This is an optimization exercise on Yosys and OpenROAD, whose aim is small area, not a production implementation.
The RTL was checked by simulation tests, not by an equivalence proof against the original design.
The clock port is modelled as an ideal driver; clocking choices that lean on that would not hold on a real chip.

==> flow/design.v <==
module fdc_mapper (
    input             clk,
    input             rst,           
    input             req_valid,
    output            req_ready,
    input      [7:0]  heads,
    input      [15:0] tracks,
    input      [15:0] spt,           
    input      [15:0] first_sector,
    input      [15:0] sector_size,
    input             interleaved,
    input             sides_swapped,
    input             reverse_side0,
    input             reverse_side1,
    input      [7:0]  track,
    input             side,
    input      [7:0]  sector,
    output reg        rsp_valid,
    output     [63:0] offset,
    output     [1:0]  err,           
    output            past_end       
);
    reg        busy;
    reg [2:0]  op;
    reg [5:0]  j;
    assign req_ready = ~busy;
    wire take = req_valid & ~busy;
    wire long_op = (op[1] & op[0]) | (op[2] & op[1]);    
    wire op_end  = long_op ? (j == 6'd40) : (j == 6'd24);
    wire first   = (j == 6'd0);
    wire ext     = (j > 6'd24);                           
    wire done    = busy & op_end & (op == 3'd7);
    always @(posedge clk) begin
        if (rst) begin
            busy      <= 1'b0;
            rsp_valid <= 1'b0;
        end else begin
            rsp_valid <= done;
            if (take)
                busy <= 1'b1;
            else if (done)
                busy <= 1'b0;
        end
        if (rst | ~busy | op_end)
            j <= 6'd0;
        else
            j <= j + 6'd1;
        if (rst | ~busy)
            op <= 3'd0;
        else if (op_end)
            op <= op + 3'd1;
    end
    reg [7:0]  H, TRK, D;
    reg [15:0] S, SS;
    reg        sp, rev, inter, below;
    wire       sp_in = side ^ sides_swapped;
    always @(posedge clk) begin
        if (~busy) begin
            H     <= heads;
            S     <= spt;
            SS    <= sector_size;
            TRK   <= track;
            D     <= sm[7:0];
            below <= ~cy[8] | (|first_sector[15:8]);
            sp    <= sp_in;
            rev   <= sp_in ? reverse_side1 : reverse_side0;
            inter <= interleaved;
        end
    end
    wire e1   = sp & ~(|H);
    wire ssnz = |SS;
    reg  qneg, sx;
    wire nneg = sx;
    reg [56:0] R;
    wire tap = R[16];
    wire sp0 = first & sp;
    wire rot = ~j[5] & ~j[4];                      
    wire op_tp = ~op[1] & ~op[0];                  
    wire op_xn = ~op[1] &  op[0];                  
    wire op_nq = (op == 3'd2);
    wire op_q  = (op == 3'd3);
    wire op_n  = (op == 3'd6);
    wire op_p  = (op == 3'd7);
    wire b = busy & (op_tp & (rev | first))
           | (op_xn & tap)
           | (op_nq & tt)
           | (op_q  & (ext ? sx : ~tap))
           | (op_n  & (ext ? sx : tap))
           | (op_p  & R[0] & ~e1 & ~below & ~nneg);
    wire tt  = rot & R[0];                         
    wire cin = ~busy
             | (op_tp & rev & tt)
             | (op_xn & (inter ? sp0 : sp & tt))
             | (op_nq & ~tap);
    wire        g_trk = b & op_tp;
    wire        g_h   = b & ((op_xn & inter) | op_nq);
    wire        g_one = b & op_xn & ~inter;
    wire        g_s   = b & (op_q | op_n);
    wire        g_ss  = b & op_p;
    wire [15:0] bm = ({16{g_trk}} & {8'd0, TRK})
                   | ({16{g_h}}   & {8'd0, H})
                   | {15'd0, g_one}
                   | ({16{g_s}}   & S)
                   | ({16{g_ss}}  & SS)
                   | ({16{~busy}} & {8'd0, ~first_sector[7:0]});
    wire        c_d = first & (op_q | op_n);
    wire [15:0] A = ({16{~first}} & R[56:41])
                  | ({16{c_d}} & {8'd0, D})
                  | ({16{~busy}} & {8'd0, sector});
    wire [16:0] cy;
    wire [15:0] sm;
    assign cy[0] = cin;
    genvar i;
    generate
        for (i = 0; i < 16; i = i + 1) begin : g_add
            assign sm[i]   = A[i] ^ bm[i] ^ cy[i];
            assign cy[i+1] = (A[i] & bm[i]) | (A[i] & cy[i]) | (bm[i] & cy[i]);
        end
    endgenerate
    wire [16:0] sum = {cy[16], sm};
    always @(posedge clk) begin
        R[56:16] <= {sum, R[40:17]};
        if (~busy)
            R[15:0] <= tracks;
        else if (op[2] & op[1] | rot)
            R[15:0] <= {(op[2] & op[1]) ? R[16] : R[0], R[15:1]};
        if ((op_q | op_n) & (j == 6'd24)) sx <= b;
        if (op_n & op_end) sx <= sum[0];
        if (op_q & op_end) qneg <= sum[0];
    end
    assign offset   = {7'd0, R[56:0]};
    assign err      = e1 ? 2'd1 : below ? 2'd2 : (nneg & ssnz) ? 2'd3 : 2'd0;
    assign past_end = ~e1 & ~below & ~qneg & ssnz;
endmodule
Settings: LEC_CHECK=0, CAP_MARGIN=20, CORE_MARGIN=2, CORE_UTILIZATION=40, SLEW_MARGIN=20; clock period 25.0 ns.
standard.sh (not shown) runs the stock make flow with config.mk's settings and CLKGATE_MAP_FILE= SYNTH_SCRIPT=/design/flow/synth_recipe.tcl, a recipe that flattens the netlist after the stock synthesis.
==> flow/flow/run.sh <==
#!/bin/bash
# The standard layout, with the smallest plain buffer on the ports, a
# clock tree of small buffers without dummy loads, and combinational cells
# at their smallest drive strength before repair_design.
set -euo pipefail
export BUFFER_PORTS_ARGS="-buffer_cell sky130_fd_sc_hd__buf_1"
export CTS_ARGS="-sink_clustering_enable -repair_clock_nets -dont_use_dummy_load -root_buf sky130_fd_sc_hd__clkbuf_16 -buf_list sky130_fd_sc_hd__clkbuf_4"
export PRE_RESIZE_TCL="$PWD/flow/downsize.tcl"
bash standard.sh > standard.log 2>&1
==> flow/flow/downsize.tcl <==
# Before repair_design: put every combinational cell that synthesis sized
# up at the smallest drive strength of its function; repair_design then
# fixes whatever slew or capacitance that leaves out of limits.
set skip {dfxtp edfxtp dfrtp dfstp dfxbp sdfxtp clkbuf clkinv clkdlybuf4s50 conb tapvpwrvgnd}
set n 0
foreach inst [[ord::get_db_block] getInsts] {
  set mname [[$inst getMaster] getName]
  if {![regexp {^sky130_fd_sc_hd__(.+)_([0-9]+)$} $mname -> base drv]} { continue }
  if {[lsearch -exact $skip $base] >= 0} { continue }
  if {$drv <= 1} { continue }
  foreach d {0 1} {
    if {$d >= $drv} { break }
    set cells [get_lib_cells -quiet */sky130_fd_sc_hd__${base}_$d]
    set ok [expr {[llength $cells] > 0}]
    foreach pat $::env(DONT_USE_CELLS) {
      if {[string match $pat sky130_fd_sc_hd__${base}_$d]} { set ok 0 }
    }
    if {$ok} {
      replace_cell [get_cells [$inst getName]] [lindex $cells 0]
      incr n
      break
    }
  }
}
puts "downsize: $n cells"
The baseline produced a clean layout.
Then changed:
==> flow/flow/run.sh (replaced) <==
#!/bin/bash
# The standard layout, with the smallest plain buffer on the ports and a
# clock tree of small buffers without dummy loads; leaf buffers with a
# high clock slew are upsized after CTS.
set -euo pipefail
export BUFFER_PORTS_ARGS="-buffer_cell sky130_fd_sc_hd__buf_1"
export CTS_ARGS="-sink_clustering_enable -repair_clock_nets -dont_use_dummy_load -root_buf sky130_fd_sc_hd__clkbuf_16 -buf_list sky130_fd_sc_hd__clkbuf_4"
export POST_CTS_TCL="$PWD/flow/post_cts.tcl"
bash standard.sh > standard.log 2>&1
==> flow/flow/post_cts.tcl (new file) <==
estimate_parasitics -placement
# slews are in ns
set up 0
foreach inst [get_cells -filter "ref_name == sky130_fd_sc_hd__clkbuf_4"] {
  set out [get_pins -of_objects $inst -filter "direction == output"]
  set worst 0
  foreach p [get_pins -of_objects [get_nets -of_objects $out] -filter "direction == input"] {
    foreach e {rise fall} {
      set s [get_property $p slew_max_$e]
      if {$s > $worst} { set worst $s }
    }
  }
  if {$worst > 0.095} {
    replace_cell $inst [lindex [get_lib_cells */sky130_fd_sc_hd__clkbuf_8] 0]
    incr up
  }
}
puts "post_cts: $up clock buffers upsized"
if {$up > 0} {
  detailed_placement
  check_placement -verbose
  estimate_parasitics -placement
}
removed: flow/flow/downsize.tcl
What happened: Worst setup slack stays flat; fmax barely changes; wire length fell by 0.45%; non-clock buffer count fell by 2; final cell count barely changes; first-iteration DRC count decreases by 2.2%; sequential share of layout area falls by 0.32 points; die area does not change; worst hold slack stays flat.

==> separate check: timing with driven ports <==
The flow's constraints put no driver on any port. The routed layouts listed below were extracted and timed again, unchanged, in two steps.
Step 1 sets driving cells, clkbuf_16 on the clock port and buf_2 on the other inputs (assumed; they add their load-dependent delay and slew).
Step 2 times the ports against the registers' clock, not the clock port: input delays grow and output delays shrink by t, the midpoint of the rising clock arrivals with the driver on.
Three values: ideal ports, drivers, drivers and shift; two values: the first two.
| run | t (ns) | setup slack, ns | worst setup path at the end | slew at the worst register clock pin (ns) |
|---|---|---|---|---|
| the first run | 0.386 | 14.815 / 14.831 / 14.444 | input to register | 0.12 / 0.12 |
| the second run | 0.380 | 14.815 / 14.834 / 14.454 | input to register | 0.09 / 0.09 |
After both steps every run listed still meets setup and hold. The setup slack of the first run, which loses most, moves by +0.016 ns with the drivers and by -0.371 ns with both steps.
